This design comes from an exercise in tuning for small area, a short achievable clock period and few clock cycles on the open sky130 flow, not from production work. At most, simulation tests tie the RTL to the original design; equivalence was not proved. Power figures rest on the tool's default switching activity, not on a simulated workload.

==> inputs of job 902 <==
==> flow/design.v (excerpt) <==
module cnc_motion_core (
    input  wire        clk,
    input  wire        rst,
    input  wire        op_valid,
    output wire        op_ready,
    input  wire [1:0]  op_code,
    input  wire        op_offer,
    input  wire [8:0]  op_addr,
    input  wire [31:0] cmd_dx,
    input  wire [31:0] cmd_dy,
    input  wire [31:0] cmd_dz,
    input  wire [31:0] cmd_speed,
    output reg         rsp_valid,
    output wire        rsp_halted,
    output reg         rsp_consumed,
    output reg  [31:0] rsp_data,
    output wire [2:0]  step,
    output wire [2:0]  dir
);
clock: 16.0 ns
lec_check: 0
abc_area: 1
cap_margin: 20
core_margin: 2
core_utilization: 45
place_density: 0.65
slew_margin: 20
standard.sh (not shown) runs the stock make flow with config.mk's settings and CLKGATE_MAP_FILE= SYNTH_SCRIPT=/design/flow/synth_recipe.tcl, a recipe that flattens the netlist after the stock synthesis.
==> flow/flow/run.sh <==
#!/bin/bash
# The standard layout (the standard.sh, standard synthesis included),
# with ORFS's timing repair asked to aim for a larger setup slack than the
# default, so that it works on paths that already meet the clock.
set -euo pipefail
bash standard.sh 'BUFFER_PORTS_ARGS=-buffer_cell sky130_fd_sc_hd__buf_4' SETUP_SLACK_MARGIN=11 finish > flow_make.log 2>&1
==> job 9189 (differences from job 902) <==
--- a/flow/design.v
+++ b/flow/design.v
@@ -182,17 +182,15 @@
                      D_ABS  = 5'd2,    
                      D_OVF  = 5'd3,    
                      D_OVC  = 5'd4,
                      D_CHK  = 5'd5,    
                      D_SQ   = 5'd6,    
                      D_SQX  = 5'd7,
-                     D_SQZ  = 5'd22,   
                      D_SQA  = 5'd8,    
                      D_SQB  = 5'd9,
                      D_DONE = 5'd10,   
-                     D_KV   = 5'd21,   
                      A_INIT = 5'd11,   
                      A_MUL  = 5'd12,   
                      A_DIV  = 5'd13,   
                      A_WB   = 5'd14,
                      B_INIT = 5'd15,   
                      B_DIV  = 5'd16,   
@@ -239,23 +237,18 @@
     assign rsp_halted = halted;
     assign op_ready   = rdy;
     assign step = pulse;
     assign dir  = dirp;
     wire [2:0] ax_on;
     wire [2:0] ax_pdue;           
-    wire [3:0] ax_quiet;
-    assign ax_quiet[3] = 1'b1;
     genvar g;
     generate
         for (g = 0; g < 3; g = g + 1) begin : gen_ax
             assign ax_on[g]   = (rem[g] == 32'd0) && !sched[g];
             assign ax_pdue[g] = pend[g] && sched[g] && (cnt[g][19:2] == 18'd0) &&
                                 (cnt[g][1:0] != 2'd3);
-            assign ax_quiet[g] = ax_on[g] ||
-                                 (sched[g] && !(lo[g] ? (cnt[g][19:2] == 18'd0 && cnt[g][1:0] != 2'd3)
-                                                      : (cnt[g] == 20'd0)));
         end
     endgenerate
     wire all_on = &ax_on;
     wire pdue   = |ax_pdue;
     function [31:0] sel32;
         input [2:0] oh;
@@ -322,13 +315,13 @@
                 if (x[k]) blen = k + 1;
         end
     endfunction
     wire [5:0] kv   = blen(rem[0] | rem[1] | rem[2]);
     wire [5:0] kq   = blen(q_s);
     wire fast_ok    = (ks >= kp + 6'd2);    
-    wire drop       = (kp == 6'd0 || ks == 6'd0);    
+    wire drop       = (kv == 6'd0 || kq == 6'd0);
     wire spd_zero   = (dl == 32'd0);
     wire [1:0] sq_nax = (dax == 2'd2) ? 2'd0 : dax + 2'd1;
     wire [5:0] sq_nj  = (dax == 2'd2) ? dj + 6'd1 : dj;
     wire accept  = op_valid && rdy;
     wire run_op  = accept && !halted;
     wire do_tick = run_op && (op_code == OP_TICK);
@@ -389,13 +382,13 @@
                 OP_TICK: begin
                     if (!halted) rr_n = rr_slot + 2'd1;
                     rsp_valid_n = 1'b1;
                 end
                 OP_SMON: begin
                     smon_slot_n = op_addr[1:0];
-                    if (halted || qlen == 2'd0 || ax_quiet[op_addr[1:0]])
+                    if (halted || qlen == 2'd0 || op_addr[1:0] == 2'd3)
                         rsp_valid_n = 1'b1;
                     else
                         smon_p_n = 1'b1;
                 end
                 OP_READ: begin
                     rt_ax_n = op_addr[1:0] + 2'd1;
@@ -435,16 +428,15 @@
                         halted_n    = 1'b1;
                         cause_n     = 2'd2;
                         faxis_n     = ovf_ax;
                         rsp_valid_n = 1'b1;
                         dst_n       = D_IDLE;
                     end else begin
-                        dst_n = D_KV;
+                        dst_n = D_CHK;
                     end
                 end
-                D_KV:  dst_n = D_CHK;
                 D_CHK: begin
                     mov_n = {rem[2] != 32'd0, rem[1] != 32'd0, rem[0] != 32'd0};
                     dax_n = 2'd0;
                     if (drop) begin
                         rsp_valid_n = 1'b1;
                         qlen_n      = p_intake ? 2'd0 : 2'd1;
@@ -454,14 +446,13 @@
                     end
                 end
                 D_SQ: begin
                     dax_n = sq_nax;
                     if (dax == 2'd2 && dj + 6'd1 == kp) dst_n = D_SQX;
                 end
-                D_SQX: dst_n = D_SQZ;
-                D_SQZ: if (dj == kp + 6'd1) dst_n = D_SQA;
+                D_SQX: dst_n = D_SQA;
                 D_SQA: dst_n = D_SQB;
                 D_SQB: dst_n = (dj == 6'd1) ? D_DONE : D_SQA;
                 D_DONE: begin
                     fast_n = fast_ok;
                     dst_n  = A_INIT;
                     dax_n  = 2'd0;
@@ -635,36 +626,33 @@
                     else         acc[a] <= 6'd1;
                 end
             end
         end
     end
     always @(posedge clk) begin
-        if (!q2 && !(dst != D_IDLE && !fast))
-            q1 <= {cmd_speed, cmd_dz, cmd_dy, cmd_dx};
-        rsp_data <= rt ? xs[31:0] :
-                    (op_valid && op_code == OP_READ) ? rd_val : 32'd0;
         if (accept) begin
             rsp_consumed <= 1'b0;
+            rsp_data     <= (op_code == OP_READ) ? rd_val : 32'd0;
             if (op_code == OP_POLL) begin
+                if (!halted && take) q1 <= {cmd_speed, cmd_dz, cmd_dy, cmd_dx};
                 if (!halted && !need_dec) rsp_consumed <= take;
                 p_take   <= take;
                 p_intake <= (qlen == 2'd0);
             end
         end
+        if (rt) rsp_data <= xs[31:0];
         if (!pause) begin
             case (dst)
                 D_ABS: ovf_r <= 1'b0;
                 D_OVF: if (!ovf_r && ovf) begin
                     ovf_r  <= 1'b1;
                     ovf_ax <= dax;
                 end
-                D_KV: begin
+                D_CHK: begin
                     ks   <= kq;
                     kp   <= kv + {5'd0, kv[0]};
-                end
-                D_CHK: begin
                     dh   <= 35'd0;
                     dl   <= 32'd0;
                     db   <= {3'd0, r_rem};
                     ben  <= r_rem[0];
                     bsub <= 1'b0;
                     dj   <= 6'd0;
@@ -685,18 +673,12 @@
                     dh   <= {33'd0, dh[33:32]};
                     db   <= 35'd1;
                     ben  <= 1'b1;
                     bsub <= 1'b1;
                     dj   <= 6'd17 + {1'b0, kp[5:1]};
                 end
-                D_SQZ: if (dj != kp + 6'd1) begin
-                    dh  <= {33'd0, dsr[33:32]};
-                    dsr <= {dsr[31:0], dl[31:30]};
-                    dl  <= {dl[29:0], 2'b00};
-                    dj  <= dj - 6'd1;
-                end
                 D_SQA: sqf <= msn;
                 D_SQB: begin
                     dh  <= {(sqf ? dh[32:0] : ms[32:0]), dsr[33:32]};
                     dsr <= {dsr[31:0], dl[31:30]};
                     dl  <= {dl[29:0], 2'b00};
                     db  <= {db[33:2], !sqf, 2'b01};
==> flow/flow/run.sh (replaced) <==
#!/bin/bash
# The standard layout (the standard.sh, standard synthesis included),
# with ORFS's timing repair asked to aim for a larger setup slack than the
# default, so that it works on paths that already meet the clock.
set -euo pipefail
bash standard.sh SETUP_SLACK_MARGIN=10 finish > flow_make.log 2>&1
Settings changed: ABC_AREA 1 to not set, CORE_UTILIZATION 45 to 30, PLACE_DENSITY 0.65 to 0.5.
==> job 5484 (differences from job 902) <==
Settings changed: ABC_AREA 1 to not set, CTS_CLUSTER_DIAMETER set to 80, CTS_CLUSTER_SIZE set to 30.
==> qor summary <==
| quantity | job 9189 | job 902 | job 5484 |
|---|---|---|---|
| Run status | finished clean | finished clean | finished clean |
| Met3 track demand over resource | 5.39% | 7.93% | 10.3% |
| Vias in the first global route | 42000 | 44000 | 42400 |
| Critical path launch point type | flop | primary input | flop |
| Half-perimeter wire length after detailed placement | 156000 µm | 139000 µm | 144000 µm |
| Detail Route met3 WL | 20300 µm | 23900 µm | 26700 µm |
| Sequential-cell power consumption | 2.70 mW | 2.87 mW | 3.08 mW |
| Post-placement cell area | 50700 µm² | 50300 µm² | 49800 µm² |
| Capture point of the critical path | rem[0][12]$_SDFFE_PP0P_ | cnt[0][19]$_DFF_P_ | rem[0][10]$_SDFFE_PP0P_ |
| Power share of the clock group | 21.0% | 22.0% | 13.5% |
| Number of flops mapped to enable cells by yosys | 416 | 384 | 384 |
| Switching component of the power | 4.92 mW | 4.57 mW | 5.30 mW |
| Relative slew slack | 14.4% | 23.7% | 16.9% |
| Effective utilization at floorplan | 30.1% | 45.3% | 45.2% |
Testbench counts of job 902, summed over its fixed seeds: cycles 504,258.
Testbench counts of job 5484, summed over its fixed seeds: cycles 504,258.
Function not checked in job 9189: the RTL went through the layout flow alone.

* * *

==> inputs of trial 23 <==
cnc_motion_core, a different RTL version from the one above (not shown whole).
Settings: LEC_CHECK=0, CAP_MARGIN=20, CORE_MARGIN=2, CORE_UTILIZATION=30, PLACE_DENSITY=0.5, SLEW_MARGIN=20; clock period 16.0 ns.
==> flow/flow/run.sh <==
#!/bin/bash
# The standard layout (the standard.sh, standard synthesis included),
# with ORFS's timing repair asked to aim for a larger setup slack than the
# default, so that it works on paths that already meet the clock.
set -euo pipefail
bash standard.sh SETUP_SLACK_MARGIN=10 finish > flow_make.log 2>&1
==> inputs of trial 13, as changes to trial 23 <==
--- a/flow/design.v
+++ b/flow/design.v
@@ -182,15 +182,17 @@
                      D_ABS  = 5'd2,    
                      D_OVF  = 5'd3,    
                      D_OVC  = 5'd4,
                      D_CHK  = 5'd5,    
                      D_SQ   = 5'd6,    
                      D_SQX  = 5'd7,
+                     D_SQZ  = 5'd22,   
                      D_SQA  = 5'd8,    
                      D_SQB  = 5'd9,
                      D_DONE = 5'd10,   
+                     D_KV   = 5'd21,   
                      A_INIT = 5'd11,   
                      A_MUL  = 5'd12,   
                      A_DIV  = 5'd13,   
                      A_WB   = 5'd14,
                      B_INIT = 5'd15,   
                      B_DIV  = 5'd16,   
@@ -237,18 +239,23 @@
     assign rsp_halted = halted;
     assign op_ready   = rdy;
     assign step = pulse;
     assign dir  = dirp;
     wire [2:0] ax_on;
     wire [2:0] ax_pdue;           
+    wire [3:0] ax_quiet;
+    assign ax_quiet[3] = 1'b1;
     genvar g;
     generate
         for (g = 0; g < 3; g = g + 1) begin : gen_ax
             assign ax_on[g]   = (rem[g] == 32'd0) && !sched[g];
             assign ax_pdue[g] = pend[g] && sched[g] && (cnt[g][19:2] == 18'd0) &&
                                 (cnt[g][1:0] != 2'd3);
+            assign ax_quiet[g] = ax_on[g] ||
+                                 (sched[g] && !(lo[g] ? (cnt[g][19:2] == 18'd0 && cnt[g][1:0] != 2'd3)
+                                                      : (cnt[g] == 20'd0)));
         end
     endgenerate
     wire all_on = &ax_on;
     wire pdue   = |ax_pdue;
     function [31:0] sel32;
         input [2:0] oh;
@@ -294,34 +301,14 @@
     );
     wire [31:0] q_v [0:2];
     assign q_v[0] = q1[31:0];
     assign q_v[1] = q1[63:32];
     assign q_v[2] = q1[95:64];
     wire [31:0] q_s = q1[127:96];
-    reg         xa_pos, xinv, xsx, xcin;
-    always @(*) begin
-        xa_pos = 1'b0;
-        xinv   = 1'b0;
-        xsx    = 1'b0;
-        xcin   = 1'b0;
-        if (rt) begin
-            xa_pos = 1'b1;
-            xinv   = !r_dirp;
-            xcin   = xinv;
-        end else if (dst == D_ABS) begin
-            xsx  = 1'b1;
-            xinv = r_rem[31];
-            xcin = xinv;
-        end else if (dst == D_OVF) begin
-            xa_pos = 1'b1;
-            xinv   = q_v[dax][31];
-            xcin   = xinv;
-        end else if (dst == A_INIT) begin
-            xcin   = r_sched;
-        end
-    end
+    reg         xa_pos, xinv, xsx, xainit;
+    wire        xcin = xinv | (xainit & r_sched);
     wire [32:0] xa = xa_pos ? {r_pos[31], r_pos} : 33'd0;
     wire [32:0] xb = {xsx & r_rem[31], r_rem} ^ {33{xinv}};
     wire [32:0] xs = xa + xb + {32'd0, xcin};
     wire        ovf = (xs[32] != xs[31]);
     wire [34:0] bop = (db & {35{ben}}) ^ {35{bsub}};
     wire [34:0] ms  = dh + bop + {34'd0, bsub};
@@ -335,24 +322,24 @@
                 if (x[k]) blen = k + 1;
         end
     endfunction
     wire [5:0] kv   = blen(rem[0] | rem[1] | rem[2]);
     wire [5:0] kq   = blen(q_s);
     wire fast_ok    = (ks >= kp + 6'd2);    
-    wire drop       = (kv == 6'd0 || kq == 6'd0);
+    wire drop       = (kp == 6'd0 || ks == 6'd0);    
     wire spd_zero   = (dl == 32'd0);
     wire [1:0] sq_nax = (dax == 2'd2) ? 2'd0 : dax + 2'd1;
     wire [5:0] sq_nj  = (dax == 2'd2) ? dj + 6'd1 : dj;
     wire accept  = op_valid && rdy;
     wire run_op  = accept && !halted;
     wire do_tick = run_op && (op_code == OP_TICK);
     wire [1:0] ps = smon_p ? smon_slot : rr_slot;
     wire poll_live = (qlen != 2'd0) && (ps != 2'd3);
     wire own_c = rt || dst == D_ABS || dst == D_OVF || dst == D_CHK || dst == D_SQ ||
                  ((dst == A_INIT || dst == B_INIT) && dax != 2'd3 && mov[dax]) ||
-                 dst == B_W1 || dst == B_W2A || dst == B_W2;
+                 dst == B_W2A || dst == B_W2;
     wire smon_go   = smon_p && !own_c && !pdue;
     wire tick_poll = do_tick && poll_live;
     wire smon_poll = smon_go && poll_live;
     wire poll_wr   = tick_poll || smon_poll;
     wire       q0       = (qlen == 2'd0);
     wire       q1n      = (qlen == 2'd1);
@@ -366,19 +353,24 @@
     reg  [31:0] rd_val;
     always @(*) begin
         case (op_addr[3:0])
             4'd0: rd_val = pos[0];
             4'd1: rd_val = pos[1];
             4'd2: rd_val = pos[2];
+            4'd3: rd_val = pos[0];
+            4'd4: rd_val = pos[1];
+            4'd5: rd_val = pos[2];
             4'd6: rd_val = {22'd0, qlen, 3'd0, halted, fault_cause, fault_axis};
             default: rd_val = 32'd0;
         endcase
         if (op_addr[8]) rd_val = {25'd0, rom_t};
     end
-    wire rd_tgt = !op_addr[8] && (op_addr[3:0] == 4'd3 || op_addr[3:0] == 4'd4 ||
-                                  op_addr[3:0] == 4'd5);
+    wire [2:0] rem_nz = {rem[2] != 32'd0, rem[1] != 32'd0, rem[0] != 32'd0};
+    wire rd_tgt = !op_addr[8] && ((op_addr[3:0] == 4'd3 && rem_nz[0]) ||
+                                  (op_addr[3:0] == 4'd4 && rem_nz[1]) ||
+                                  (op_addr[3:0] == 4'd5 && rem_nz[2]));
     reg [4:0] dst_n;
     reg [1:0] dax_n, rr_n, qlen_n, smon_slot_n, rt_ax_n, cause_n, faxis_n;
     reg [2:0] mov_n;
     reg       rt_n, smon_p_n, fast_n, halted_n, rsp_valid_n, dec_go;
     reg [4:0] dst_dn;             
     always @(*) begin
@@ -402,13 +394,13 @@
                 OP_TICK: begin
                     if (!halted) rr_n = rr_slot + 2'd1;
                     rsp_valid_n = 1'b1;
                 end
                 OP_SMON: begin
                     smon_slot_n = op_addr[1:0];
-                    if (halted || qlen == 2'd0 || op_addr[1:0] == 2'd3)
+                    if (halted || qlen == 2'd0 || ax_quiet[op_addr[1:0]])
                         rsp_valid_n = 1'b1;
                     else
                         smon_p_n = 1'b1;
                 end
                 OP_READ: begin
                     rt_ax_n = op_addr[1:0] + 2'd1;
@@ -448,15 +440,16 @@
                         halted_n    = 1'b1;
                         cause_n     = 2'd2;
                         faxis_n     = ovf_ax;
                         rsp_valid_n = 1'b1;
                         dst_n       = D_IDLE;
                     end else begin
-                        dst_n = D_CHK;
+                        dst_n = D_KV;
                     end
                 end
+                D_KV:  dst_n = D_CHK;
                 D_CHK: begin
                     mov_n = {rem[2] != 32'd0, rem[1] != 32'd0, rem[0] != 32'd0};
                     dax_n = 2'd0;
                     if (drop) begin
                         rsp_valid_n = 1'b1;
                         qlen_n      = p_intake ? 2'd0 : 2'd1;
@@ -466,13 +459,14 @@
                     end
                 end
                 D_SQ: begin
                     dax_n = sq_nax;
                     if (dax == 2'd2 && dj + 6'd1 == kp) dst_n = D_SQX;
                 end
-                D_SQX: dst_n = D_SQA;
+                D_SQX: dst_n = D_SQZ;
+                D_SQZ: if (dj == kp + 6'd1) dst_n = D_SQA;
                 D_SQA: dst_n = D_SQB;
                 D_SQB: dst_n = (dj == 6'd1) ? D_DONE : D_SQA;
                 D_DONE: begin
                     fast_n = fast_ok;
                     dst_n  = A_INIT;
                     dax_n  = 2'd0;
@@ -535,19 +529,24 @@
             endcase
         end
         dst_dn = dst_n;
         if (dec_go) dst_n = D_LD;
     end
     wire steal_n = ((dst_dn == A_INIT || dst_dn == B_INIT) && dax_n != 2'd3 && mov_n[dax_n]) ||
-                   dst_dn == B_W1 || dst_dn == B_W2A || dst_dn == B_W2;
+                   dst_dn == B_W2A || dst_dn == B_W2;
     wire own_n   = rt_n || dst_dn == D_ABS || dst_dn == D_OVF || dst_dn == D_CHK ||
                    dst_dn == D_SQ || steal_n;
     wire [1:0] sqn_n = (dax_n == 2'd2) ? 2'd0 : dax_n + 2'd1;
     wire [1:0] xi_n  = rt_n ? rt_ax_n : (dst_dn == D_SQ) ? sqn_n : dax_n;
     wire [1:0] ps_n  = smon_p_n ? smon_slot_n : rr_n;
     wire [1:0] ra_n  = own_n ? xi_n : ((ps_n == 2'd3) ? 2'd0 : ps_n);
+    wire xa_pos_n = rt_n || dst_dn == D_OVF;
+    wire xinv_n   = rt_n ? !dirp[rt_ax_n] :
+                    (dst_dn == D_ABS || dst_dn == D_OVF) ? q_v[dax_n][31] : 1'b0;
+    wire xsx_n    = !rt_n && dst_dn == D_ABS;
+    wire xainit_n = !rt_n && dst_dn == A_INIT;
     wire busy_n  = rt_n || smon_p_n || dec_go || (dst_dn != D_IDLE && !fast_n);
     wire rdy_n   = !busy_n && !steal_n && !pdue;
     always @(posedge clk) begin
         if (rst) begin
             dst         <= D_IDLE;
             rr_slot     <= 2'd0;
@@ -573,12 +572,16 @@
             fault_axis  <= faxis_n;
             rsp_valid   <= rsp_valid_n;
             rdy         <= rdy_n;
             ra_oh       <= {ra_n == 2'd2, ra_n == 2'd1, ra_n == 2'd0};
         end
         dax       <= dax_n;
+        xa_pos    <= xa_pos_n;
+        xinv      <= xinv_n;
+        xsx       <= xsx_n;
+        xainit    <= xainit_n;
         smon_slot <= smon_slot_n;
         rt_ax     <= rt_ax_n;
         mov       <= mov_n;
     end
     wire pause = rt;
     wire [2:0] w_sel = ra_oh;
@@ -637,33 +640,36 @@
                     else         acc[a] <= 6'd1;
                 end
             end
         end
     end
     always @(posedge clk) begin
+        if (!q2 && !(dst != D_IDLE && !fast))
+            q1 <= {cmd_speed, cmd_dz, cmd_dy, cmd_dx};
+        rsp_data <= rt ? xs[31:0] :
+                    (op_valid && op_code == OP_READ) ? rd_val : 32'd0;
         if (accept) begin
             rsp_consumed <= 1'b0;
-            rsp_data     <= (op_code == OP_READ) ? rd_val : 32'd0;
             if (op_code == OP_POLL) begin
-                if (!halted && take) q1 <= {cmd_speed, cmd_dz, cmd_dy, cmd_dx};
                 if (!halted && !need_dec) rsp_consumed <= take;
                 p_take   <= take;
                 p_intake <= (qlen == 2'd0);
             end
         end
-        if (rt) rsp_data <= xs[31:0];
         if (!pause) begin
             case (dst)
                 D_ABS: ovf_r <= 1'b0;
                 D_OVF: if (!ovf_r && ovf) begin
                     ovf_r  <= 1'b1;
                     ovf_ax <= dax;
                 end
-                D_CHK: begin
+                D_KV: begin
                     ks   <= kq;
                     kp   <= kv + {5'd0, kv[0]};
+                end
+                D_CHK: begin
                     dh   <= 35'd0;
                     dl   <= 32'd0;
                     db   <= {3'd0, r_rem};
                     ben  <= r_rem[0];
                     bsub <= 1'b0;
                     dj   <= 6'd0;
@@ -684,12 +690,18 @@
                     dh   <= {33'd0, dh[33:32]};
                     db   <= 35'd1;
                     ben  <= 1'b1;
                     bsub <= 1'b1;
                     dj   <= 6'd17 + {1'b0, kp[5:1]};
                 end
+                D_SQZ: if (dj != kp + 6'd1) begin
+                    dh  <= {33'd0, dsr[33:32]};
+                    dsr <= {dsr[31:0], dl[31:30]};
+                    dl  <= {dl[29:0], 2'b00};
+                    dj  <= dj - 6'd1;
+                end
                 D_SQA: sqf <= msn;
                 D_SQB: begin
                     dh  <= {(sqf ? dh[32:0] : ms[32:0]), dsr[33:32]};
                     dsr <= {dsr[31:0], dl[31:30]};
                     dl  <= {dl[29:0], 2'b00};
                     db  <= {db[33:2], !sqf, 2'b01};
==> flow/flow/run.sh (replaced) <==
#!/bin/bash
# The standard layout (the standard.sh, standard synthesis included),
# with ORFS's timing repair asked to aim for a larger setup slack than the
# default, so that it works on paths that already meet the clock.
set -euo pipefail
bash standard.sh 'BUFFER_PORTS_ARGS=-buffer_cell sky130_fd_sc_hd__buf_4' SETUP_SLACK_MARGIN=11 finish > flow_make.log 2>&1
Settings changed: CORE_UTILIZATION 30 to 45, CTS_CLUSTER_DIAMETER from default to 70, CTS_CLUSTER_SIZE from default to 25, PLACE_DENSITY 0.5 to 0.65.
==> run summary <==
| quantity | trial 23 | trial 13 |
|---|---|---|
| Status | finished clean | finished clean |
| Area share of buffers outside the clock network | 0.0634 | 0.0648 |
| Number of levels the H-tree was split into | 3 | 2 |
| Non-clock inverter count | 120 | 127 |
| Met1 routing resource usage after global routing | 0.352 | 0.488 |
| Clock network fraction of total power | 0.251 | 0.169 |
| Simple logic cell fraction of the synthesized area | 0.187 | 0.196 |
| Flop-to-flop setup slack | 10.18 ns | 11.03 ns |
| Number of multi-input combinational cells in the layout | 4071 | 4103 |
| Via count of the first global-routing pass | 42700 | 42400 |
| Non-clock buffer total of the final layout | 380 | 426 |
| Sequential cell area fraction in the yosys report | 0.404 | 0.398 |
| # rows | 144 | 118 |
| Slew margin rel. | 0.165 | 0.160 |
| Sequential Power | 2.42 mW | 2.98 mW |
| Die width | 398 um | 326 um |
| Iteration count of the initial detailed-routing pass | 9 | 14 |
| Worst-Margin Slew | 1.25 ns | 1.26 ns |
| Dpl cell area | 51000 um^2 | 50100 um^2 |
| Total power after layout | 8.30 mW | 9.72 mW |
| Worst path max stage delay | 0.66 ns | 0.56 ns |
| Sequential power share | 0.292 | 0.307 |
Testbench counts of trial 13, summed over its fixed seeds: cycles 502,958.
Function not checked in trial 23: the RTL went through the layout flow alone.

[static timing again, ports no longer ideal]
The flow's constraints put no driver on any port. The routed layouts listed below were extracted and timed again, unchanged, in two steps.
Step 1 assumes that a clkbuf_16 drives the clock port and a buf_2 every other input.
Step 2, shift: input delay + t, output delay - t, t = (earliest + latest rising clock arrival at the registers) / 2. This alone moves slack from input paths to output paths.
a / b / c = no drivers / after step 1 / after step 2; a / b = the first two.
run | t (ns) | setup slack, ns | hold slack, ns | worst data-port slew with drivers (ns)
job 902 | 0.754 | 10.895 / 10.924 / 10.170 | 0.457 / 0.457 / 0.457 | 0.11
job 9189 | 0.812 | 10.151 / 10.151 / 9.396 | 0.459 / 0.459 / 0.459 | 0.07
job 5484 | 0.754 | 10.980 / 10.980 / 10.230 | 0.466 / 0.466 / 0.466 | 0.14
trial 23 | 0.782 | 10.016 / 10.054 / 9.273 | 0.453 / 0.453 / 0.453 | 0.19
trial 13 | 0.758 | 10.989 / 11.015 / 10.257 | 0.464 / 0.464 / 0.464 | 0.06
After both steps every run listed still meets setup and hold. The setup slack of job 9189, which loses most, moves by 0.000 ns with the drivers and by -0.755 ns with both steps.
